This is an optimization exercise on Yosys and OpenROAD, whose aim is small area, a short achievable clock period and few clock cycles, not a production implementation.
The RTL was checked by simulation tests, not by an equivalence proof against the original design.
Power figures rest on the tool's default switching activity, not on a simulated workload.

==> flow/design.v <==
module bse_keybuild (
    input  wire       clk,
    input  wire       rst,
    input  wire       in_valid,
    output wire       in_ready,
    input  wire [7:0] in_data,
    input  wire       in_last,
    input  wire [7:0] tf_num,
    input  wire [7:0] tf_den,
    output wire       out_valid,
    input  wire       out_ready,
    output wire [7:0] out_data,
    output wire       out_last
);
    localparam PH_IN   = 3'd0;
    localparam PH_P1I  = 3'd1;
    localparam PH_P1   = 3'd2;
    localparam PH_C1   = 3'd3;
    localparam PH_C2   = 3'd4;
    localparam PH_C3   = 3'd5;
    localparam PH_P2   = 3'd6;
    localparam SU_SRCH = 3'd0;   
    localparam SU_PICK = 3'd1;   
    localparam SU_SMAX = 3'd2;   
    localparam SU_SMRK = 3'd3;   
    localparam SU_SADD = 3'd4;   
    localparam SU_SWAI = 3'd5;   
    localparam SU_KICK = 3'd6;   
    localparam FQ = 4;           
    reg [2:0]  ph;
    reg [2:0]  sub;
    reg        is_p1;            
    reg        pk_en;            
    reg        in_ready_r;
    reg        vld_r;
    reg [7:0]  byte_r;
    reg [7:0]  num_r, den_r;
    wire       fire = in_valid && in_ready_r;
    assign in_ready = in_ready_r;
    reg [15:0] pre_hi, pre_lo;   
    reg [15:0] tag_hi, tag_lo;   
    reg [11:0] total;
    reg [8:0]  m_cnt;
    reg        newval_r;
    integer s;
    reg  [14:0] sv;              
    reg  [14:0] sdn;             
    reg  [7:0]  st [0:14];       
    reg  [3:0]  shc [0:14];      
    reg  [3:0]  nsl;             
    reg  [7:0]  pidx_r;          
    wire [7:0]  cam_key = (ph == PH_IN || ph == PH_P1I) ? wtag_r : pidx_r;
    wire [14:0] cam;
    genvar g;
    generate
        for (g = 0; g < 15; g = g + 1) begin : g_sh
            assign cam[g] = sv[g] && (st[g] == cam_key);
        end
    endgenerate
    wire [14:0] sleft = sv & ~sdn;   
    wire [14:0] hm3, hm2, hm1, hm0;
    wire [3:0]  hmax;
    generate
        for (g = 0; g < 15; g = g + 1) begin : g_hm
            assign hm3[g] = sleft[g] & shc[g][3];
            assign hm2[g] = sleft[g] & (shc[g][3] | !hmax[3]) & shc[g][2];
            assign hm1[g] = sleft[g] & (shc[g][3] | !hmax[3]) & (shc[g][2] | !hmax[2]) & shc[g][1];
            assign hm0[g] = sleft[g] & (shc[g][3] | !hmax[3]) & (shc[g][2] | !hmax[2]) &
                            (shc[g][1] | !hmax[1]) & shc[g][0];
        end
    endgenerate
    assign hmax = {|hm3, |hm2, |hm1, |hm0};
    reg         wrap_r;          
    reg  [7:0]  wtag_r;
    reg  [3:0]  sfree;
    always @(*) begin
        sfree = 4'd0;
        for (s = 14; s >= 0; s = s - 1)
            if (!sv[s]) sfree = s;
    end
    wire [255:0] cmask;          
    wire [255:0] qmask;          
    wire [255:0] t0;             
    wire [255:0] dec;            
    wire [255:0] wrapv;          
    reg  [7:0]  sel;             
    wire [7:0]  sel_d;           
    reg         srch_busy;
    reg  [7:0]  lvl;             
    wire        any_hit = |t0;
    reg         any_r, step_r;
    reg         q_init;          
    reg         q_all;
    reg         init_lvl;        
    reg         pf_done;         
    reg         clr_r;           
    reg         f_clr;           
    reg         c_kill;          
    reg         q_kill;          
    reg         q_zero;          
    reg         q_mark;          
    reg         s_start;         
    wire        q_srch = srch_busy && any_hit;
    reg         rst_r;           
    wire        tclr   = rst_r || clr_r;
    wire [15:0] pk_hi;           
    wire [255:0] pk_lb;          
    wire [15:0] pk_hie = pk_hi & {16{pk_en}};
    generate
        for (g = 0; g < 256; g = g + 1) begin : g_tab
            reg [7:0]  f;
            reg        c;
            reg        q;
            reg        fb;       
            wire       d = pre_hi[g >> 4] & pre_lo[g & 15];
            wire       e = (pk_hie[g >> 4] & pk_lb[g]) | (tag_hi[g >> 4] & tag_lo[g & 15]);
            always @(posedge clk) begin
                if (rst_r || (f_clr && e))
                    f <= 8'd0;
                else
                    f <= f + {7'd0, d};
            end
            always @(posedge clk) begin
                fb <= |(f & sel_d);
            end
            always @(posedge clk) begin
                c <= !tclr && ((c && !(c_kill && e)) || d);
            end
            always @(posedge clk) begin
                q <= !tclr && !q_zero && (q_init ? (q_all || c) :
                               ((q && !(q_srch && !fb) && !(q_kill && e)) || (q_mark && e)));
            end
            assign cmask[g] = c;
            assign qmask[g] = q;
            assign t0[g]    = q & fb;
            assign dec[g]   = d;
            assign wrapv[g] = d & (&f);
        end
    endgenerate
    wire [15:0] newg, wrapg;
    generate
        for (g = 0; g < 16; g = g + 1) begin : g_nw
            assign newg[g]  = |(dec[16*g +: 16] & ~cmask[16*g +: 16]);
            assign wrapg[g] = |wrapv[16*g +: 16];
        end
    endgenerate
    reg  [15:0] newg_r, wrapg_r;
    reg  [7:0]  wtag1;
    wire [15:0]  gor;            
    wire [15:0]  gmul;           
    wire [3:0]   gidx [0:15];    
    generate
        for (g = 0; g < 16; g = g + 1) begin : g_grp
            wire [15:0] x = qmask[16*g +: 16];
            wire [15:0] below;   
            genvar k;
            for (k = 0; k < 16; k = k + 1) begin : g_b
                if (k == 0) begin : g_b0
                    assign below[k] = 1'b0;
                end else begin : g_bn
                    assign below[k] = |x[k-1:0];
                end
            end
            assign pk_lb[16*g +: 16] = x & ~below;
            assign gor[g]  = |x;
            assign gmul[g] = |(x & below);
            reg [3:0] li;
            integer m;
            always @(*) begin
                li = 4'd0;
                for (m = 15; m >= 0; m = m - 1)
                    if (x[m]) li = m;
            end
            assign gidx[g] = li;
        end
    endgenerate
    wire [15:0] gbelow;          
    generate
        for (g = 0; g < 16; g = g + 1) begin : g_gb
            if (g == 0) begin : g_gb0
                assign gbelow[g] = 1'b0;
            end else begin : g_gbn
                assign gbelow[g] = |gor[g-1:0];
            end
        end
    endgenerate
    assign pk_hi = gor & ~gbelow;
    wire       single = !(|(gor & gbelow)) && !(|gmul);
    reg  [7:0] pidx;
    integer b;
    always @(*) begin
        pidx = 8'd0;
        for (b = 0; b < 16; b = b + 1)
            if (pk_hi[b]) pidx = pidx | {b[3:0], gidx[b]};
    end
    function [7:0] msb8;
        input [7:0] x;
        integer j;
        begin
            msb8 = 8'd1;
            for (j = 0; j < 8; j = j + 1)
                if (x[j]) msb8 = 8'd1 << j;
        end
    endfunction
    wire [7:0] sel_total = (total[11:8] != 4'd0) ? 8'h80 : msb8(total[7:0]);
    reg        one_r;            
    reg  [7:0] stop_sel;
    wire       stop2 = srch_busy && one_r && (ph == PH_P2);
    reg  [7:0] nxt_sel;
    always @(posedge clk) nxt_sel <= msb8(lvl - 8'd1);
    assign sel_d = q_init ? (init_lvl ? ((lvl != 8'd0) ? nxt_sel : stop_sel) : sel_total) :
                   s_start ? 8'h80 :
                   stop2 ? 8'd0 : srch_busy ? (sel >> 1) : sel;
    function [15:0] onehot16;
        input [3:0] x;
        begin
            onehot16 = 16'd1 << x;
        end
    endfunction
    reg  [3:0]  nt_k;
    reg  [7:0]  nsh;             
    reg         nt_ok;
    reg  [19:0] ld;              
    reg         smode;           
    reg  [3:0]  h_r;             
    reg  [3:0]  ms_i;            
    reg  [11:0] hd;              
    reg  [2:0]  hd_k;
    reg  [3:0]  hsh;             
    reg         spick_r;         
    reg  [20:0] rem;
    reg         ge_r;            
    wire [20:0] rem_n = rem - {1'b0, ld};
    reg  [8:0]  rank;
    reg         pick1_r;         
    reg  [8:0]  k2;
    wire        ge = nt_ok && ge_r;
    reg  [8:0]  k_r;
    reg  [3:0]  bs_r;
    reg  [4:0]  bl_r;
    reg  [8:0]  r_r;
    reg  [8:0]  pcnt;            
    reg         is_last;         
    reg         all_picked;      
    reg [3:0]  bs_c;
    always @(*) begin
        if      (k2 <= 9'd3)   bs_c = 4'd2;
        else if (k2 <= 9'd7)   bs_c = 4'd3;
        else if (k2 <= 9'd15)  bs_c = 4'd4;
        else if (k2 <= 9'd31)  bs_c = 4'd5;
        else if (k2 <= 9'd63)  bs_c = 4'd6;
        else if (k2 <= 9'd127) bs_c = 4'd7;
        else if (k2 <= 9'd255) bs_c = 4'd8;
        else                   bs_c = 4'd9;
    end
    wire [9:0] pw_c   = 10'd1 << bs_r;
    wire [9:0] slots  = pw_c - 10'd1;
    wire       m_big  = ({1'b0, m_cnt} > slots) && ({1'b0, m_cnt} != pw_c);
    reg  [3:0] lr_c;
    always @(*) begin
        if      (r_r <= 9'd2)   lr_c = 4'd1;
        else if (r_r <= 9'd4)   lr_c = 4'd2;
        else if (r_r <= 9'd8)   lr_c = 4'd3;
        else if (r_r <= 9'd16)  lr_c = 4'd4;
        else if (r_r <= 9'd32)  lr_c = 4'd5;
        else if (r_r <= 9'd64)  lr_c = 4'd6;
        else if (r_r <= 9'd128) lr_c = 4'd7;
        else                    lr_c = 4'd8;
    end
    reg  [8:0]  fq [0:FQ-1];     
    reg  [2:0]  fq_n;
    reg  [1:0]  fq_rp, fq_wp;
    wire        fq_pop;
    wire [8:0]  fq_head = fq[fq_rp];
    reg         ep_v;
    reg         ep_last;
    wire [7:0]  ep_val = pidx_r;
    wire        fq_push = ep_v;
    wire [8:0]  fq_in   = {ep_last, ep_val};
    reg  [2:0]  sh;              
    reg         key_pend;        
    reg         key_busy;        
    reg         room;
    wire p1_pick  = is_p1 && (sub == SU_PICK) && nt_ok && !ge;
    wire p2_pick  = (ph == PH_P2) && (sub == SU_PICK) && room;
    wire p2_done  = (ph == PH_P2) && (sub == SU_KICK) && all_picked && !ep_v && sh[2] &&
                    !key_pend;
    always @(*) begin
        f_clr  = p2_pick;
        c_kill = p1_pick;
        q_kill = p1_pick || p2_pick;
    end
    always @(posedge clk) begin
        byte_r <= in_data;
        if (fire && in_last) begin
            num_r <= tf_num;
            den_r <= tf_den;
        end
        q_init   <= 1'b0;
        q_all    <= 1'b0;
        q_zero   <= 1'b0;
        q_mark   <= 1'b0;
        s_start  <= 1'b0;
        rst_r    <= rst;
        init_lvl <= 1'b0;
        clr_r    <= 1'b0;
        if (rst) begin
            ph         <= PH_IN;
            sub        <= SU_SRCH;
            is_p1      <= 1'b0;
            pk_en      <= 1'b0;
            in_ready_r <= 1'b0;      
            vld_r      <= 1'b0;
            pre_hi     <= 16'd0;
            pre_lo     <= 16'd0;
            tag_hi     <= 16'd0;
            tag_lo     <= 16'd0;
            total      <= 12'd0;
            m_cnt      <= 9'd0;
            newval_r   <= 1'b0;
            newg_r     <= 16'd0;
            wrapg_r    <= 16'd0;
            wrap_r     <= 1'b0;
            sv         <= 15'd0;
            sdn        <= 15'd0;
            nsl        <= 4'd0;
            srch_busy  <= 1'b0;
            sel        <= 8'd0;
            lvl        <= 8'd0;
            nt_ok      <= 1'b0;
            nt_k       <= 4'd0;
            hd_k       <= 3'd0;
            smode      <= 1'b0;
            spick_r    <= 1'b0;
            pick1_r    <= 1'b0;
            pcnt       <= 9'd0;
            ep_v       <= 1'b0;
            room       <= 1'b1;
            all_picked <= 1'b0;
        end else begin
            vld_r <= fire;
            if (rst_r)
                in_ready_r <= 1'b1;
            if (fire && in_last)
                in_ready_r <= 1'b0;
            pre_hi <= fire ? onehot16(in_data[7:4]) : 16'd0;
            pre_lo <= fire ? onehot16(in_data[3:0]) : 16'd0;
            if (sub == SU_SMRK && ms_i != 4'd15 && sleft[ms_i] && shc[ms_i] == h_r) begin
                tag_hi <= onehot16(st[ms_i][7:4]);
                tag_lo <= onehot16(st[ms_i][3:0]);
                q_mark <= 1'b1;
            end else begin
                tag_hi <= 16'd0;
                tag_lo <= 16'd0;
            end
            newg_r   <= newg;
            newval_r <= |newg_r;
            if (newval_r)
                m_cnt <= m_cnt + 9'd1;
            if (vld_r)
                total <= total + 12'd1;
            wrapg_r <= wrapg;
            wtag1   <= byte_r;
            wrap_r  <= |wrapg_r;
            wtag_r  <= wtag1;
            if (wrap_r) begin
                if (|cam) begin
                    for (s = 0; s < 15; s = s + 1)
                        if (cam[s])
                            shc[s] <= shc[s] + 4'd1;
                end else begin
                    sv[sfree]  <= 1'b1;
                    st[sfree]  <= wtag_r;
                    shc[sfree] <= 4'd1;
                    nsl        <= nsl + 4'd1;
                end
            end
            spick_r <= smode && (p1_pick || p2_pick);
            if (spick_r)
                sdn <= sdn | cam;
            if (hd_k != 3'd0) begin
                hd   <= {hd[10:0], 1'b0} + (hsh[3] ? {4'd0, den_r} : 12'd0);
                hsh  <= {hsh[2:0], 1'b0};
                hd_k <= hd_k - 3'd1;
            end
            sel    <= sel_d;
            one_r  <= single && srch_busy && !q_init && !s_start && !stop2;
            if (q_init || s_start)
                stop_sel <= 8'd0;
            else if (stop2)
                stop_sel <= sel;
            any_r  <= any_hit;
            step_r <= srch_busy && !q_init && !s_start;
            if (q_init || s_start) begin
                srch_busy <= 1'b1;
                lvl       <= 8'd0;
                ld        <= 20'd0;
            end else begin
                if (srch_busy && (sel[0] || stop2))
                    srch_busy <= 1'b0;
                if (srch_busy && any_hit)
                    lvl <= lvl | sel;
                if (step_r)
                    ld <= {ld[18:0], 1'b0} + (any_r ? {12'd0, den_r} : 20'd0);
            end
            if (nt_k != 4'd0) begin
                rem  <= {rem[19:0], 1'b0} + (nsh[7] ? {9'd0, total} : 21'd0);
                nsh  <= {nsh[6:0], 1'b0};
                nt_k <= nt_k - 4'd1;
                if (nt_k == 4'd1)
                    nt_ok <= 1'b1;
            end
            pick1_r <= p1_pick;
            if (pick1_r) begin
                rem  <= rem_n;
                ge_r <= rem_n[20] || (rem_n == 21'd0);
                rank <= rank + 9'd1;
            end
            ep_v <= 1'b0;
            room <= ({1'b0, fq_n} + {3'd0, ep_v} + {3'd0, p2_pick} - {3'd0, fq_pop}) < FQ;
            if (p1_pick || p2_pick)
                pidx_r <= pidx;
            if (p2_pick) begin
                ep_v       <= 1'b1;
                ep_last    <= is_last;
                pcnt       <= pcnt + 9'd1;
                is_last    <= (pcnt + 9'd2 == m_cnt);
                all_picked <= (pcnt + 9'd1 == m_cnt);
            end
            case (ph)
                PH_IN: begin
                    if (vld_r && !in_ready_r)
                        ph <= PH_P1I;    
                end
                PH_P1I: begin
                    if (!wrap_r && wrapg_r == 16'd0) begin
                        ph     <= PH_P1;
                        is_p1  <= 1'b1;
                        ge_r   <= 1'b0;
                        rank   <= 9'd0;
                        rem    <= 21'd0;
                        nt_k   <= 4'd8;
                        nsh    <= num_r;
                        nt_ok  <= 1'b0;
                        sdn    <= 15'd0;
                        if (nsl != 4'd0) begin
                            sub   <= SU_SMAX;
                            smode <= 1'b1;
                        end else begin
                            sub    <= SU_SRCH;
                            q_init <= 1'b1;
                        end
                    end
                end
                PH_P1: begin
                    if (ge) begin
                        k2    <= rank;
                        ph    <= PH_C1;
                        pf_done <= 1'b0;
                        is_p1 <= 1'b0;
                        pk_en <= 1'b0;
                    end
                    case (sub)
                        SU_SRCH: if (!q_init && !s_start && (!srch_busy || (!smode && sel[0]))) begin
                            sub   <= smode ? SU_SADD : SU_PICK;
                            pk_en <= !ge && !smode;
                        end
                        SU_SADD: begin
                            ld    <= ld + {hd, 8'd0};
                            sub   <= SU_PICK;
                            pk_en <= !ge;
                        end
                        SU_PICK: if (p1_pick) begin
                            if (single) begin
                                pk_en <= 1'b0;
                                if (smode)
                                    sub <= SU_SWAI;
                                else begin
                                    sub      <= SU_SRCH;
                                    q_init   <= 1'b1;
                                    init_lvl <= 1'b1;
                                end
                            end
                        end
                        SU_SWAI:
                            sub <= SU_SMAX;
                        SU_SMAX: if (sleft == 15'd0) begin
                            smode <= 1'b0;
                            sub   <= SU_KICK;
                        end else begin
                            h_r    <= hmax;
                            hsh    <= hmax;
                            hd     <= 12'd0;
                            hd_k   <= 3'd4;
                            ms_i   <= 4'd0;
                            q_zero <= 1'b1;
                            sub    <= SU_SMRK;
                        end
                        SU_SMRK: begin
                            ms_i <= ms_i + 4'd1;
                            if (ms_i == 4'd15) begin
                                s_start <= 1'b1;
                                sub     <= SU_SRCH;
                            end
                        end
                        SU_KICK: begin
                            sub    <= SU_SRCH;
                            q_init <= !ge;
                        end
                        default: ;
                    endcase
                end
                PH_C1: begin
                    if (nsl != 4'd0)
                        srch_busy <= 1'b0;
                    else if (!pf_done) begin
                        pf_done <= 1'b1;
                        q_init  <= 1'b1;
                        q_all   <= 1'b1;
                    end
                    if (!key_busy && !key_pend) begin
                        bs_r <= bs_c;
                        ph   <= PH_C2;
                    end
                end
                PH_C2: begin
                    k_r <= m_big ? slots[8:0] : m_cnt;
                    r_r <= m_big ? (m_cnt - slots[8:0]) : 9'd0;
                    ph  <= PH_C3;
                end
                PH_C3: begin
                    bl_r  <= (r_r == 9'd0) ? 5'd0 : ({1'b0, bs_r} + {1'b0, lr_c});
                    pcnt  <= 9'd0;
                    is_last    <= (m_cnt == 9'd1);
                    all_picked <= 1'b0;
                    sdn   <= 15'd0;
                    ph    <= PH_P2;
                    sub   <= (nsl != 4'd0) ? SU_SMAX : SU_SRCH;
                    smode <= (nsl != 4'd0);
                end
                PH_P2: begin
                    case (sub)
                        SU_SRCH: if (!q_init && !s_start && (!srch_busy || sel[0] || stop2)) begin
                            sub   <= SU_PICK;
                            pk_en <= 1'b1;
                        end
                        SU_PICK: if (p2_pick && single) begin
                            pk_en <= 1'b0;
                            if (pcnt + 9'd1 == m_cnt)
                                sub <= SU_KICK;
                            else if (smode)
                                sub <= SU_SWAI;
                            else begin
                                sub      <= SU_SRCH;
                                q_init   <= 1'b1;
                                q_all    <= 1'b1;
                                init_lvl <= 1'b1;
                            end
                        end
                        SU_KICK: if (p2_done) begin
                            ph         <= PH_IN;
                            in_ready_r <= 1'b1;
                            total      <= 12'd0;
                            m_cnt      <= 9'd0;
                            sv         <= 15'd0;
                            nsl        <= 4'd0;
                            smode      <= 1'b0;
                            clr_r      <= 1'b1;
                        end
                        SU_SWAI:
                            sub <= SU_SMAX;
                        SU_SMAX: if (sleft == 15'd0) begin
                            smode  <= 1'b0;
                            sub    <= SU_SRCH;
                            q_init <= 1'b1;
                            q_all  <= 1'b1;
                        end else begin
                            h_r    <= hmax;
                            ms_i   <= 4'd0;
                            q_zero <= 1'b1;
                            sub    <= SU_SMRK;
                        end
                        SU_SMRK: begin
                            ms_i <= ms_i + 4'd1;
                            if (ms_i == 4'd15) begin
                                s_start <= 1'b1;
                                sub     <= SU_SRCH;
                            end
                        end
                        default: ;
                    endcase
                end
                default: ;
            endcase
        end
    end
    reg  [31:0] acc;
    reg  [5:0]  acc_n;
    reg         fin;
    reg         ov_r, ol_r;
    assign out_valid = ov_r;
    assign out_last  = ol_r;
    assign out_data  = acc[31:24];
    reg  [8:0]  s_e;             
    reg  [14:0] s_cw;            
    reg         s_short;         
    wire        s_hdr = !sh[2];
    reg  [7:0]  hdr_byte;
    always @(*) begin
        case (sh[1:0])
            2'd0: hdr_byte = m_cnt[7:0];
            2'd1: hdr_byte = k_r[7:0];
            2'd2: hdr_byte = {4'd0, bs_r};
            default: hdr_byte = {3'd0, bl_r};
        endcase
    end
    wire [14:0] s_step = s_short ? (15'd1 << (4'd15 - bs_r)) : (15'd1 << (5'd15 - bl_r));
    wire        adv   = out_ready || !ov_r;
    wire [31:0] acc_p = ov_r ? {acc[23:0], 8'd0} : acc;
    wire [5:0]  n_p   = ov_r ? ((acc_n >= 6'd8) ? acc_n - 6'd8 : 6'd0) : acc_n;
    wire        ser_take = (s_hdr || fq_n != 3'd0) && (n_p < 6'd8) && !fin;
    assign      fq_pop = adv && ser_take && !s_hdr;
    wire [22:0] h_f   = s_hdr ? {hdr_byte, 15'd0} : {fq_head[7:0], s_cw};
    wire [4:0]  h_w   = s_hdr ? 5'd8 : s_short ? ({1'b0, bs_r} + 5'd8) : (bl_r + 5'd8);
    wire        h_l   = !s_hdr && fq_head[8];
    wire [31:0] h_pl  = {h_f, 9'd0} >> n_p[2:0];
    wire [31:0] acc_x = ser_take ? (acc_p | h_pl) : acc_p;
    wire [5:0]  n_x   = ser_take ? (n_p + {1'b0, h_w}) : n_p;
    wire        fin_x = (fin || (ser_take && h_l)) && !(ov_r && ol_r);
    always @(posedge clk) begin
        if (fq_push)
            fq[fq_wp] <= fq_in;
        if (rst) begin
            fq_n  <= 3'd0;
            fq_rp <= 2'd0;
            fq_wp <= 2'd0;
            sh    <= 3'd4;
            key_pend <= 1'b0;
            key_busy <= 1'b0;
            acc   <= 32'd0;
            acc_n <= 6'd0;
            fin   <= 1'b0;
            ov_r  <= 1'b0;
            ol_r  <= 1'b0;
        end else begin
            fq_n <= fq_n + {2'd0, fq_push} - {2'd0, fq_pop};
            if (fq_push)
                fq_wp <= fq_wp + 2'd1;
            if (fq_pop)
                fq_rp <= fq_rp + 2'd1;
            if (ph == PH_C3)
                key_pend <= 1'b1;
            if (adv && ov_r && ol_r)
                key_busy <= 1'b0;
            if (key_pend && !key_busy) begin
                key_pend <= 1'b0;
                key_busy <= 1'b1;
                sh       <= 3'd0;
                s_e      <= 9'd0;
                s_cw     <= 15'd0;
                s_short  <= 1'b1;
            end else if (adv && ser_take) begin
                if (s_hdr)
                    sh <= sh + 3'd1;
                else begin
                    s_e     <= s_e + 9'd1;
                    s_cw    <= s_cw + s_step;
                    s_short <= (s_e + 9'd1 < k_r);
                end
            end
            if (adv) begin
                acc   <= acc_x;
                acc_n <= n_x;
                fin   <= fin_x;
                ov_r  <= (n_x >= 6'd8) || (fin_x && n_x != 6'd0);
                ol_r  <= fin_x && (n_x <= 6'd8) && (n_x != 6'd0);
            end
        end
    end
endmodule
==> flow/flow/run.sh <==
#!/bin/bash
set -euo pipefail
MARGIN=${MARGIN:-7}
bash standard.sh synth > synth.log 2>&1
# the make call of standard.sh, with the margin changed
MAKECMD=$(grep '^make ' standard.sh | sed -e "s/SETUP_SLACK_MARGIN=[0-9.]*/SETUP_SLACK_MARGIN=${MARGIN}/" -e 's/"\${@:-finish}"/finish/')
eval "$MAKECMD" > layout.log 2>&1
# write the final DEF as standard.sh does
sed -n '/^if \[\[ -f/,/^fi/p' standard.sh > write_def.sh
bash write_def.sh > write_def.log 2>&1
test -f out/final.def
==> flow/standard.sh <==
#!/bin/bash
# synth_recipe.tcl (not shown) runs the flow's synth.tcl, then flattens the netlist and writes it again
# the make line also repeats each setting of config.mk as NAME=value (left out here)
make -C /OpenROAD-flow-scripts/flow DESIGN_CONFIG=/design/flow/config.mk WORK_HOME=/design/flow/orfs CLKGATE_MAP_FILE= SYNTH_SCRIPT=/design/flow/synth_recipe.tcl "${@:-finish}"
==> flow/config.mk <==
export PLATFORM = sky130hd
export DESIGN_NAME = bse_keybuild
export DESIGN_NICKNAME = bse_keybuild
export VERILOG_FILES = /design/flow/design.v
export SDC_FILE = /design/flow/constraint.sdc
export NUM_CORES = 8
export LEC_CHECK = 0
export ABC_CLOCK_PERIOD_IN_PS = 3500
export CAP_MARGIN = 35
export CORE_MARGIN = 2
export CORE_UTILIZATION = 62
export PLACE_DENSITY = 0.72
export SETUP_SLACK_MARGIN = 5
export SLEW_MARGIN = 35
==> flow/constraint.sdc <==
create_clock -name core_clock -period 11.0 [get_ports {clk}]
set_input_delay 2.2000 -clock core_clock [delete_from_list [all_inputs] [get_ports {clk}]]
set_output_delay 2.2000 -clock core_clock [all_outputs]
set_load 0.01 [all_outputs]
==> results of run 1 <==
-- where the power goes --
group          switching, W  total (W)  internal, W
combinational       0.00514    0.00759      0.00245
clock               0.00553     0.0130      0.00746
sequential         0.000748     0.0142       0.0134
-- worst register-to-register path, cell delays in order, from the launching register on --
cell and delay, ns:
dfxtp_1 0.57, a22oi_2 0.41, nand4_1 0.19, nor4_4 0.38, nand3_2 0.19, or3_1 0.43, or4_4 0.60, nor4_4 0.19
o221ai_2 0.13, or4_4 0.70, buf_4 0.20, nor2b_4 0.12, a21oi_2 0.11, o32ai_1 0.07
-- path summary, 6_finish.rpt --
path,startpoint,end,slack [ns],depth (start not counted)
worst max-delay path,g_tab[75].q,pk_en,6.59,13
worst min-delay path,wtag1[4],wtag_r[4],0.40,0
worst max register to register,g_tab[75].q,pk_en,6.59,13
worst min register to register,wtag1[4],wtag_r[4],0.40,0
-- registers in the layout, indices dropped and copies added, names as in the netlist, 16 cells and up, named ones only --
register and count:
g_tab.c 256, fq 36, ld 20, shc 60, tag_hi 16, acc 30
pre_hi 16, g_tab.q 256, tag_lo 16, newg_r 16, g_tab.fb 256, rem 21
st 128, g_tab.f 2048, wrapg_r 16, pre_lo 16
-- cell families (layout without fill, tap and decap cells) --
logic type      after synthesis  count (layout)  synth area share
mux                         161             161            0.0153
other cells                   0              75                 0
buf+inv                    2050            2126            0.0452
compound gates             4301            4301             0.175
fa+ha+maj                   670             670            0.0489
simple gates               7261            7264             0.192
xor+xnor                   1880            1880            0.0952
flops                      3520            3520             0.428
-- area by class of cell --
type	count	area, sq um	area share
clock buffer	499	10400	0.0539
tap	3705	4640	0.0240
timing repair buffer	445	4300	0.0222
multi-input combinational	14300	93700	0.485
clock inverter	160	2070	0.0107
inverter	1022	3850	0.0199
antenna	75	188	0.000970
sequential	3520	74200	0.384
-- layer usage --
metal / up-vias / track usage / routed length, microns
li1: 71000 / - / -
met1: 77000 / 0.572 / 250000
met2: 11900 / 0.684 / 289000
met3: 3113 / 0.148 / 93000
met4: 48 / 0.352 / 62000
met5: - / 0.00405 / 390
-- timing repair --
item,in CTS,in global routing
pin swaps,69,62
cloned,5,3
setup buffers,91,51
endpoints found under the setup margin,2639,1637
resized for setup,422,216
-- metrics by stage --
step / hold slack, ns / instance area [sq um] / std cells / power, W
6_report: 0.398 / 193000 / 23700 / 0.0347
5_1_grt: 0.410 / 193000 / 23600 / 0.0355
3_5_place_dp: 0.389 / 177000 / 22800 / 0.0207
4_1_cts: 0.396 / 192000 / 23600 / 0.0340
3_3_place_gp: 0.387 / 176000 / 22800 / 0.0206
2_1_floorplan: 0.386 / 173000 / 19800 / 0.0179
-- layout by cell type, fill, tap and decap left out, types with 124 or more instances in the layout --
| master | instances |
|---|---|
| inv_1 | 1015 |
| nor2_1 | 2999 |
| xor2_1 | 1077 |
| a222oi_1 | 525 |
| nand4_1 | 257 |
| dfxtp_1 | 3061 |
| a21oi_1 | 919 |
| edfxtp_1 | 360 |
| nand2_1 | 1028 |
| a22o_1 | 124 |
| o221ai_1 | 266 |
| nor3_1 | 351 |
| nand3_1 | 1479 |
| o21ai_0 | 737 |
| clkbuf_16 | 372 |
| and3_1 | 370 |
| a21o_1 | 218 |
| a32oi_1 | 138 |
| buf_4 | 307 |
| ha_1 | 660 |
| o22ai_1 | 138 |
| a22oi_1 | 380 |
| xnor2_1 | 803 |
==> reports/qor.txt, run 1 <==
WL final: 694 mm
Dpl ws: 5.34 ns
Relative slew slack: 0.244
GRT Overall Usage: 0.467
Crit path time final: 4.41 ns
Total gr overflow: 0
Drt drc: 0
IO buf count: 39
Starting density of the core: 0.625
Critical path buffers and inverters: 1
Synth warn: 1
Cell Chain, Critical Path: a22oi_2, nand4_1, nor4_4, nand3_2, or3_1, or4_4, nor4_4, o221ai_2, or4_4, buf_4, nor2b_4, a21oi_2, o32ai_1
Slowest cell on crit path: or4_4
RSZ-0062 raised after global routing: true
Chip width: 532 microns
Post-synthesis net count: 20500
Status: complete, no violations
Ys async rst share: 0
Core Rows: 193
Initial DRC count: 26200
Placer congestion estimate: 1.10
CTS sink count: 3520
Delay of the slowest critical-path stage: 0.70 ns
Synth top area share: 0.366
Die area: 283000 sq um
Post-DP HPWL: 479 mm
# nets final: 20300
Maxcap violations: 0
Fraction of layout cells with a size suffix above 1: 0.0836
Skew final: 0.0519 ns
Final setup fails: 0
Vias: 163000
Post-cts hold buffer count: 0
FF+latch count, synth: 3520
Area leader, netlist: dfxtp_1
H-Tree Depth: 5
Initial antenna violation count: 87
ANT nets after route: 0
Tcrit/Tclk final: 0.401
Vias per inst: 6.88
Least-Margin Pin Slew: 1.13 ns
Wire length per cell: 29.3 microns
Largest net degree at the start of global routing: 124
TritonCTS clock tree: yes
Sequential area share after synthesis: 0.428
Final Hold Vio Count: 0
Vias in the first global route: 150000
Mapped Area: 173000 sq um
Clock Tree Root: clkbuf_16
Leakage power total: 73.6 nW
Worst Hold Class: register to register
Die height: 532 microns
Slew Viols, Final: 0
Power per cell area: 180 nW/um^2
Worst skew pair latency: 1.01 ns
Most instantiated cells after synthesis: dfxtp_1 (3160), nor2_1 (3071), nand3_1 (1496)
Deepest clock path buffer count: 4
I/O pins: 40
CP startpoint kind: register
WP data required: 11.85 ns
Crit path capture type: register
Avg Cell Area, Syn: 8.72 sq um
CTS Buf Count: 361
Top post-synthesis cells by area: dfxtp_1 (37%), nor2_1 (6.7%), edfxtp_1 (6.2%), xor2_1 (5.5%), ha_1 (4.8%)
First-pass GRT wire length: 996 mm
Critical path data arrival time: 5.27 ns
Gate Count Post-Synth: 19800
# fillers: 21000
CP max FO: 7
Synth unique cells: 95
Largest delay share family, worst path: simple AND/OR/NAND/NOR gates
VDD IR max: 143 uV
Crit path kind: register to register
Area Overhead vs Synth: 11.8%
Worst-path clk slew: 0.06 ns
Post-layout worst setup margin: 6.59 ns
Top FF cell, synth: dfxtp_1
Highest clock rate: 227 MHz
Core area: 277000 sq um
EDFF count, synth: 360
Pre-antenna DRT Iters: 13
Setup TNS: 0 ns
Util after Layout: 0.698
Most common cell in the synthesized netlist: dfxtp_1
Testbench counts, summed over its fixed seeds: cycles 78,949.
==> run 2: changes to the inputs <==
--- a/flow/config.mk
+++ b/flow/config.mk
@@ -9,6 +9,6 @@
 export CAP_MARGIN = 35
 export CORE_MARGIN = 2
-export CORE_UTILIZATION = 62
-export PLACE_DENSITY = 0.72
+export CORE_UTILIZATION = 58
+export PLACE_DENSITY = 0.68
 export SETUP_SLACK_MARGIN = 5
 export SLEW_MARGIN = 35
==> run 2 against run 1 <==
Still clean on timing, DRC and antenna. Synthesized cell count unchanged. Global-route usage down 2.6 points. Register-to-register slack worse by 0.08 ns. Fmax down 1.8%. Hold slack better by 0.0095 ns. Wire length down 0.16%. Final area up 0.50%. Final cell count up 1.1%. Synthesized area unchanged. Non-clock buffer count up 12. Critical path depth up 1. Sequential share of layout area down 0.20 points. Critical path type unchanged. Highest routed layer unchanged.
==> reports/qor.txt, run 2 <==
Status: complete, no violations (unchanged)
Clock Tree Root: clkbuf_16 (unchanged)
CTS Buf Count: 373 (was 361)
Placer congestion estimate: 1.10 (about the same)
Total gr overflow: 0 (unchanged)
# nets final: 20300 (about the same)
# fillers: 24400 (was 21000)
Crit path time final: 4.50 ns (was 4.41 ns)
Synth warn: 1 (unchanged)
Worst-path clk slew: 0.06 ns (about the same)
Biggest register: g_tab.f (unchanged)
Mapped Area: 173000 sq um (unchanged)
Critical path data arrival time: 5.34 ns (was 5.27 ns)
CTS sink count: 3520 (unchanged)
Multi-input logic area: 93700 sq um (about the same)
Die height: 550 microns (was 532 microns)
Core Rows: 200 (was 193)
Power per cell area: 181 nW/um^2 (was 180 nW/um^2)
Relative slew slack: 0.226 (was 0.244)
Wire length per cell: 28.9 microns (was 29.3 microns)
FF+latch count, synth: 3520 (unchanged)
Sequential area share after synthesis: 0.428 (unchanged)
Drt drc: 0 (unchanged)
Chip width: 550 microns (was 532 microns)
Main combinational cell family by area after synthesis: simple AND/OR/NAND/NOR gates (unchanged)
Initial antenna violation count: 84 (was 87)
Final setup fails: 0 (unchanged)
Most instantiated cells after synthesis: dfxtp_1 (3160), nor2_1 (3071), nand3_1 (1496) (unchanged)
Worst Hold Class: register to register (unchanged)
Vias: 160000 (was 163000)
Dpl ws: 5.65 ns (was 5.34 ns)
Sequential cell area: 74200 sq um (about the same)
Area Overhead vs Synth: 12.4% (was 11.8%)
Slew Viols, Final: 0 (unchanged)
Max FFs per register: 2048 (unchanged)
Deepest clock path buffer count: 4 (unchanged)
Post-synthesis net count: 20500 (unchanged)
Util after Layout: 0.655 (was 0.698)
Synth unique cells: 95 (unchanged)
Vias in the first global route: 146000 (was 150000)
Starting density of the core: 0.583 (was 0.625)
Largest net degree at the start of global routing: 125 (was 124)
Leakage power total: 73.9 nW (was 73.6 nW)
Vias per inst: 6.68 (was 6.88)
Pre-antenna DRT Iters: 13 (unchanged)
Post-DP HPWL: 483 mm (was 479 mm)
Post-synthesis simple-gate area fraction: 0.192 (unchanged)
RSZ-0062 raised after global routing: true (unchanged)
Tcrit/Tclk final: 0.409 (was 0.401)
Top post-synthesis cells by area: dfxtp_1 (37%), nor2_1 (6.7%), edfxtp_1 (6.2%), xor2_1 (5.5%), ha_1 (4.8%) (unchanged)
GRT Overall Usage: 0.441 (was 0.467)
Area fraction in compound gates after synthesis: 0.175 (unchanged)
EDFF count, synth: 360 (unchanged)
Least-Margin Pin Slew: 1.15 ns (was 1.13 ns)
WP data required: 11.84 ns (was 11.85 ns)
Ys async rst share: 0 (unchanged)
I/O pins: 40 (unchanged)
Area leader, netlist: dfxtp_1 (unchanged)
Most common cell in the synthesized netlist: dfxtp_1 (unchanged)
First-pass GRT wire length: 995 mm (was 996 mm)
CP startpoint kind: register (unchanged)
Finished Cell Area: 194000 sq um (was 193000 sq um)
Synth top area share: 0.366 (unchanged)
H-Tree Depth: 5 (unchanged)
VDD IR max: 146 uV (was 143 uV)
Setup TNS: 0 ns (unchanged)
Crit path kind: register to register (unchanged)
TritonCTS clock tree: yes (unchanged)
Synth Area in XOR/XNOR: 0.0952 (unchanged)
CP max FO: 9 (was 7)
ANT nets after route: 0 (unchanged)
Gate Count Post-Synth: 19800 (unchanged)
Post-synthesis adder-cell area fraction: 0.0489 (unchanged)
Crit path capture type: register (unchanged)
Post-layout worst setup margin: 6.50 ns (was 6.59 ns)
Post-synthesis mux area share: 0.0153 (unchanged)
WL final: 693 mm (was 694 mm)
Maxcap violations: 0 (unchanged)
Avg Cell Area, Syn: 8.72 sq um (unchanged)
Final Hold Vio Count: 0 (unchanged)
Post-DP Area: 177000 sq um (about the same)
IO buf count: 39 (unchanged)
Top FF cell, synth: dfxtp_1 (unchanged)
Skew final: 0.0662 ns (was 0.0519 ns)
Fraction of layout cells with a size suffix above 1: 0.0837 (was 0.0836)
Worst skew pair latency: 1.01 ns (about the same)
Die area: 303000 sq um (was 283000 sq um)
Most common cell after layout, fill and taps aside: dfxtp_1 (unchanged)
Core area: 297000 sq um (was 277000 sq um)
Highest clock rate: 222 MHz (was 227 MHz)
Initial DRC count: 25100 (was 26200)
Commonest cells after routing, fill and taps aside: dfxtp_1 (3081), nor2_1 (3005), nand3_1 (1482) (was dfxtp_1 (3061), nor2_1 (2999), nand3_1 (1479))
## run 2: per-stage QoR
step	hold slack (ns)	power (W)	instances
2_1_floorplan	0.386	0.0179	19800
3_3_place_gp	0.394	0.0207	23100
3_5_place_dp	0.393	0.0207	23100
4_1_cts	0.407	0.0346	23800
5_1_grt	0.422	0.0360	23900
6_report	0.407	0.0352	24000
## run 2: area by class of cell
type                       instances  share of cell area
sequential                      3520               0.382
antenna                           74            0.000953
tap                             3939              0.0254
timing repair buffer             457              0.0224
clock inverter                   152              0.0117
clock buffer                     532              0.0561
inverter                        1022              0.0198
multi-input combinational      14300               0.482
## run 2: kinds of logic (layout without fill, tap and decap cells)
family	Yosys count	after routing
compound gates	4301	4302
xor+xnor	1880	1880
fa+ha+maj	670	670
buf+inv	2050	2163
flops	3520	3520
mux	161	161
other cells	0	74
simple gates	7261	7262
## run 2: routing by layer
metal,up-vias,GRT usage,share of wire
li1,71000,-,-
met1,75700,0.552,0.37
met2,10500,0.644,0.41
met3,2784,0.132,0.13
met4,62,0.322,0.087
met5,-,0.00203,0.00073
## run 2: repair_timing
item,4_1_cts,5_1_grt
setup endpoints to repair,2551,1810
setup buffers,79,52
hold buffers,0,0
resized for setup,369,220
pin swaps,57,52
cloned,5,5
## run 2: path summary, 6_finish.rpt
path | cells after the start | start | slack [ns] | to
max | 14 | g_tab[225].q | 6.50 | pk_en
min | 0 | byte_r[1] | 0.41 | wtag1[1]
max reg2reg | 14 | g_tab[225].q | 6.50 | pk_en
min reg2reg | 0 | byte_r[1] | 0.41 | wtag1[1]
## run 2: worst max-delay path, stage by stage, from the launching register on
cell and delay [ns]:
dfxtp_1 0.43, buf_6 0.25, nor3_1 0.37, nand2b_2 0.27, a21oi_1 0.31, nand3_1 0.24, nor4_4 0.37, nand4_1 0.32
nor4_4 0.34, o221ai_1 0.18, or4_4 0.70, buf_4 0.21, nor2b_4 0.12, a21oi_2 0.13, o32ai_1 0.08
## run 2: power breakdown
| part | internal [W] | switching [W] |
|---|---|---|
| Clock | 0.00792 | 0.00557 |
| Sequential | 0.0134 | 0.000692 |
| Combinational | 0.00244 | 0.00513 |
| Total | 0.0238 | 0.0114 |
==> run 3: changes to the inputs <==
--- a/flow/config.mk
+++ b/flow/config.mk
@@ -7,8 +7,8 @@
 export LEC_CHECK = 0
 export ABC_CLOCK_PERIOD_IN_PS = 3500
-export CAP_MARGIN = 35
+export CAP_MARGIN = 30
 export CORE_MARGIN = 2
-export CORE_UTILIZATION = 58
-export PLACE_DENSITY = 0.68
+export CORE_UTILIZATION = 60
+export PLACE_DENSITY = 0.7
 export SETUP_SLACK_MARGIN = 5
-export SLEW_MARGIN = 35
+export SLEW_MARGIN = 30
==> run 3 against run 2 <==
Clock-buffer cell count down 4. Fmax is 0.73% higher. First-iteration DRC count is 4.4% higher. Combinational power about the same. Synthesized cell count unchanged. Sequential power is essentially flat. Sequential share of layout area is 0.23 points higher. Via count grew 0.97%. Register-to-register slack better by 0.03 ns.
==> reports/qor.txt, run 3 <==
Status: complete, no violations (unchanged)
Max FFs per register: 2048 (unchanged)
Delay of the slowest critical-path stage: 0.95 ns (was 0.70 ns)
CP startpoint kind: register (unchanged)
Reg2Reg Capture Point: sub[0] (was pk_en)
Synth unique cells: 95 (unchanged)
Sequential cell area: 74200 sq um (about the same)
Fraction of layout cells with a size suffix above 1: 0.0812 (was 0.0837)
Pint: 0.0233 W (was 0.0238 W)
Worst Hold Class: register to register (unchanged)
CP max FO: 10 (was 9)
M3 GR Usage: 0.147 (was 0.132)
WHS Endpoint: wtag1[0] (was wtag1[1])
Mapped Area: 173000 sq um (unchanged)
Critical path data arrival time: 5.30 ns (was 5.34 ns)
Combinational power share: 0.218 (was 0.215)
Clock Tree Root: clkbuf_16 (unchanged)
CTS Buf Count: 363 (was 373)
Crit path kind: register to register (unchanged)
Ys async rst share: 0 (unchanged)
Setup TNS: 0 ns (unchanged)
ANT nets after route: 0 (unchanged)
Top post-synthesis cells by area: dfxtp_1 (37%), nor2_1 (6.7%), edfxtp_1 (6.2%), xor2_1 (5.5%), ha_1 (4.8%) (unchanged)
FF+latch count, synth: 3520 (unchanged)
WP data required: 11.84 ns (about the same)
Post-DP HPWL: 481 mm (was 483 mm)
Dpl ws: 5.34 ns (was 5.65 ns)
Worst-path clk slew: 0.06 ns (about the same)
Maxcap violations: 0 (unchanged)
Die height: 541 microns (was 550 microns)
Core Rows: 197 (was 200)
Avg Cell Area, Syn: 8.72 sq um (unchanged)
Vias per inst: 6.80 (was 6.68)
WL final: 701 mm (was 693 mm)
Most common cell in the synthesized netlist: dfxtp_1 (unchanged)
Relative slew slack: 0.178 (was 0.226)
Worst R2R Setup Slack: 6.54 ns (was 6.50 ns)
R2r worst-path depth: 11 (was 14)
Initial antenna violation count: 83 (was 84)
Pre-antenna DRT Iters: 13 (unchanged)
# fillers: 23000 (was 24400)
Sequential area share after synthesis: 0.428 (unchanged)
GR Util met1: 0.568 (was 0.552)
Critical path buffers and inverters: 2 (unchanged)
Area Overhead vs Synth: 11.8% (was 12.4%)
Slew Viols, Final: 0 (unchanged)
GRT Overall Usage: 0.458 (was 0.441)
Worst skew pair latency: 1.02 ns (was 1.01 ns)
Vias in the first global route: 147000 (was 146000)
RSZ-0062 raised after global routing: true (unchanged)
CTS sink count: 3520 (unchanged)
Deepest clock path buffer count: 4 (unchanged)
Crit path capture type: register (unchanged)
Starting density of the core: 0.602 (was 0.583)
Most common cell on crit path: buf_4 (was nor4_4)
Synth warn: 1 (unchanged)
Final setup fails: 0 (unchanged)
Skew final: 0.0677 ns (was 0.0662 ns)
Tcrit/Tclk final: 0.406 (was 0.409)
Vias: 162000 (was 160000)
Critical hold path startpoint: byte_r[0] (was byte_r[1])
GR peak layer: met2 (unchanged)
I/O pins: 40 (unchanged)
Leakage power total: 73.5 nW (was 73.9 nW)
IO buf count: 39 (unchanged)
Finished Cell Area: 193000 sq um (was 194000 sq um)
Clk pwr share: 0.373 (was 0.384)
Crit path time final: 4.46 ns (was 4.50 ns)
Cell Chain, Critical Path: buf_4, a222oi_1, nand3_1, a221oi_1, nand4_1, nor3_1, o2111ai_1, or4_4, a31oi_4, buf_4, a311oi_1 (was buf_6, nor3_1, nand2b_2, a21oi_1, nand3_1, nor4_4, nand4_1, nor4_4, o221ai_1, or4_4, buf_4, nor2b_4, a21oi_2, o32ai_1)
Die area: 293000 sq um (was 303000 sq um)
EDFF count, synth: 360 (unchanged)
WHS Path Cells: 0 (unchanged)
VDD IR max: 182 uV (was 146 uV)
Sequential share of power: 0.409 (was 0.401)
NetSw: 0.0114 W (about the same)
Top FF cell, synth: dfxtp_1 (unchanged)
Area leader, netlist: dfxtp_1 (unchanged)
Post-DP Area: 177000 sq um (about the same)
Multi-input logic area: 93600 sq um (was 93700 sq um)
Largest net degree at the start of global routing: 176 (was 125)
Biggest register: g_tab.f (unchanged)
Post-layout worst setup margin: 6.54 ns (was 6.50 ns)
Most common cell after layout, fill and taps aside: dfxtp_1 (unchanged)
TritonCTS clock tree: yes (unchanged)
Wire length per cell: 29.5 microns (was 28.9 microns)
Largest delay share family, worst path: compound AO/OA/AOI/OAI gates (was simple AND/OR/NAND/NOR gates)
Post-synthesis net count: 20500 (unchanged)
Drt drc: 0 (unchanged)
Core area: 287000 sq um (was 297000 sq um)
Initial DRC count: 26200 (was 25100)
# nets final: 20300 (about the same)
H-Tree Depth: 5 (unchanged)
Power per cell area: 179 nW/um^2 (was 181 nW/um^2)
Chip width: 541 microns (was 550 microns)
Levels on crit path: 11 (was 14)
Placer congestion estimate: 1.15 (was 1.10)
Commonest cells after routing, fill and taps aside: dfxtp_1 (3069), nor2_1 (3005), nand3_1 (1479) (was dfxtp_1 (3081), nor2_1 (3005), nand3_1 (1482))
Slowest cell on crit path: a222oi_1 (was or4_4)
GR Util met2: 0.662 (was 0.644)
Gate Count Post-Synth: 19800 (unchanged)
Total gr overflow: 0 (unchanged)
Synth top area share: 0.366 (unchanged)
Post-cts hold buffer count: 0 (unchanged)
Least-Margin Pin Slew: 1.23 ns (was 1.15 ns)
Hold Slack: 0.403 ns (was 0.407 ns)
Most instantiated cells after synthesis: dfxtp_1 (3160), nor2_1 (3071), nand3_1 (1496) (unchanged)
Switching share of power: 0.328 (was 0.324)
First-pass GRT wire length: 1000 mm (was 995 mm)
Worst R2R Start: g_tab[61].q (was g_tab[225].q)
Highest clock rate: 224 MHz (was 222 MHz)
Final Hold Vio Count: 0 (unchanged)
Total power: 0.0346 W (was 0.0352 W)
run 3: cell types whose count changed in the layout (fill, tap and decap cells not counted), sizes merged, moves of 2 or more:
cell / previous run / this run
clkinvlp: 14 / 9
inv: 1032 / 1036
clkinv: 87 / 76
bufinv: 41 / 32
diode: 74 / 68
clkdlybuf4s15: 1 / 3
buf: 415 / 401
run 3: power by group through the flow:
stage / sequential [W] / clock (W) / combinational, W
2_1_floorplan: 0.0139 / 0 / 0.00405
3_3_place_gp: 0.0143 / 0 / 0.00635
3_5_place_dp: 0.0143 / 0 / 0.00637
4_1_cts: 0.0141 / 0.0129 / 0.00697
5_1_grt: 0.0141 / 0.0134 / 0.00777
6_report: 0.0141 / 0.0129 / 0.00756
run 3: metal layers:
| layer | vias to the layer above | share of wire | wire length (microns) |
|---|---|---|---|
| li1 | 71000 | - | - |
| met1 | 76300 | 0.36 | 255000 |
| met2 | 11300 | 0.41 | 287000 |
| met3 | 3004 | 0.13 | 94400 |
| met4 | 50 | 0.091 | 63700 |
| met5 | - | 0.00060 | 423 |
run 3: how the worst max path moves through the flow:
stage / start / endpoint / slack, ns
6_report: g_tab[61].q / sub[0] / 6.54
5_1_grt: g_tab[226].q / sub[0] / 6.54
3_5_place_dp: out_ready / fq_n[2] / 5.34
2_1_floorplan: ph[2] / st[13][0] / 7.02
3_3_place_gp: out_ready / fq_n[2] / 5.29
4_1_cts: g_tab[200].q / sub[0] / 6.75
run 3: cells by family (layout without fill, tap and decap cells):
kind of cell	Yosys count	count (layout)	synth area share
AND/OR/NAND/NOR	7261	7265	0.192
adder cells (fa/ha/maj)	670	670	0.0489
flip-flops	3520	3520	0.428
other	0	68	0
XOR/XNOR	1880	1880	0.0952
AO/OA/AOI/OAI	4301	4301	0.175
multiplexers	161	161	0.0153
buffers and inverters	2050	2130	0.0452
run 3: worst register-to-register path, stage by stage, from the launching register on:
cell and delay, ns:
dfxtp_1 0.34, buf_4 0.23, a222oi_1 0.96, nand3_1 0.20, a221oi_1 0.64, nand4_1 0.36, nor3_1 0.26, o2111ai_1 0.20
or4_4 0.59, a31oi_4 0.31, buf_4 0.15, a311oi_1 0.06
run 3: final cells by class:
cell class,count,area share
Antenna cell,68,0.000880
Inverter,1022,0.0199
Multi-Input combinational cell,14300,0.484
Tap cell,3781,0.0245
Clock buffer,528,0.0545
Sequential cell,3520,0.384
Timing Repair Buffer,449,0.0224
Clock inverter,131,0.00961
run 3: timing repair:
| item | 4_1_cts | 5_1_grt |
|---|---|---|
| cloned | 8 | 5 |
| buffers inserted | 81 | 64 |
| pin swaps | 50 | 48 |
| gates resized for setup | 397 | 234 |
| hold endpoints to repair | 0 | 0 |
| setup endpoints to repair | 2692 | 1633 |
run 3: per-stage QoR:
step / std cells / util
after floorplan: 19800 / -
after CTS: 23600 / 0.666
final: 23800 / 0.673
after global routing: 23700 / 0.672
after global placement: 22900 / 0.614
after detailed placement: 22900 / 0.615

## re-timing with driven ports
No port has a modelled driver above. Below, the same layouts with a new extraction and two added sets of constraints. Step 1: set_driving_cell puts a clkbuf_16 on clk and a buf_2 on each other input, an assumption about the parent block. Step 2 also shifts input and output timing later by t, the mid clock arrival at the registers, as if the neighbouring blocks saw the same clock. Slacks: no drivers / after step 1 / after step 2; pairs: no drivers / after step 1.
run | t, ns | setup slack, ns | worst hold slack (ns) | clock arrival spread, ns | worst data-port slew with drivers (ns)
run 1 | 1.106 | 6.586 / 6.586 / 6.266 | 0.398 / 0.398 / 0.398 | 0.055 / 0.055 | 0.33
run 2 | 1.101 | 6.504 / 6.504 / 6.082 | 0.407 / 0.407 / 0.407 | 0.067 / 0.066 | 0.24
run 3 | 1.109 | 6.537 / 6.537 / 6.036 | 0.403 / 0.403 / 0.403 | 0.069 / 0.069 | 0.28
After both steps setup and hold are still met in every run listed. The setup slack of run 3, which loses most, moves by 0.000 ns with the drivers and by -0.501 ns with both steps.
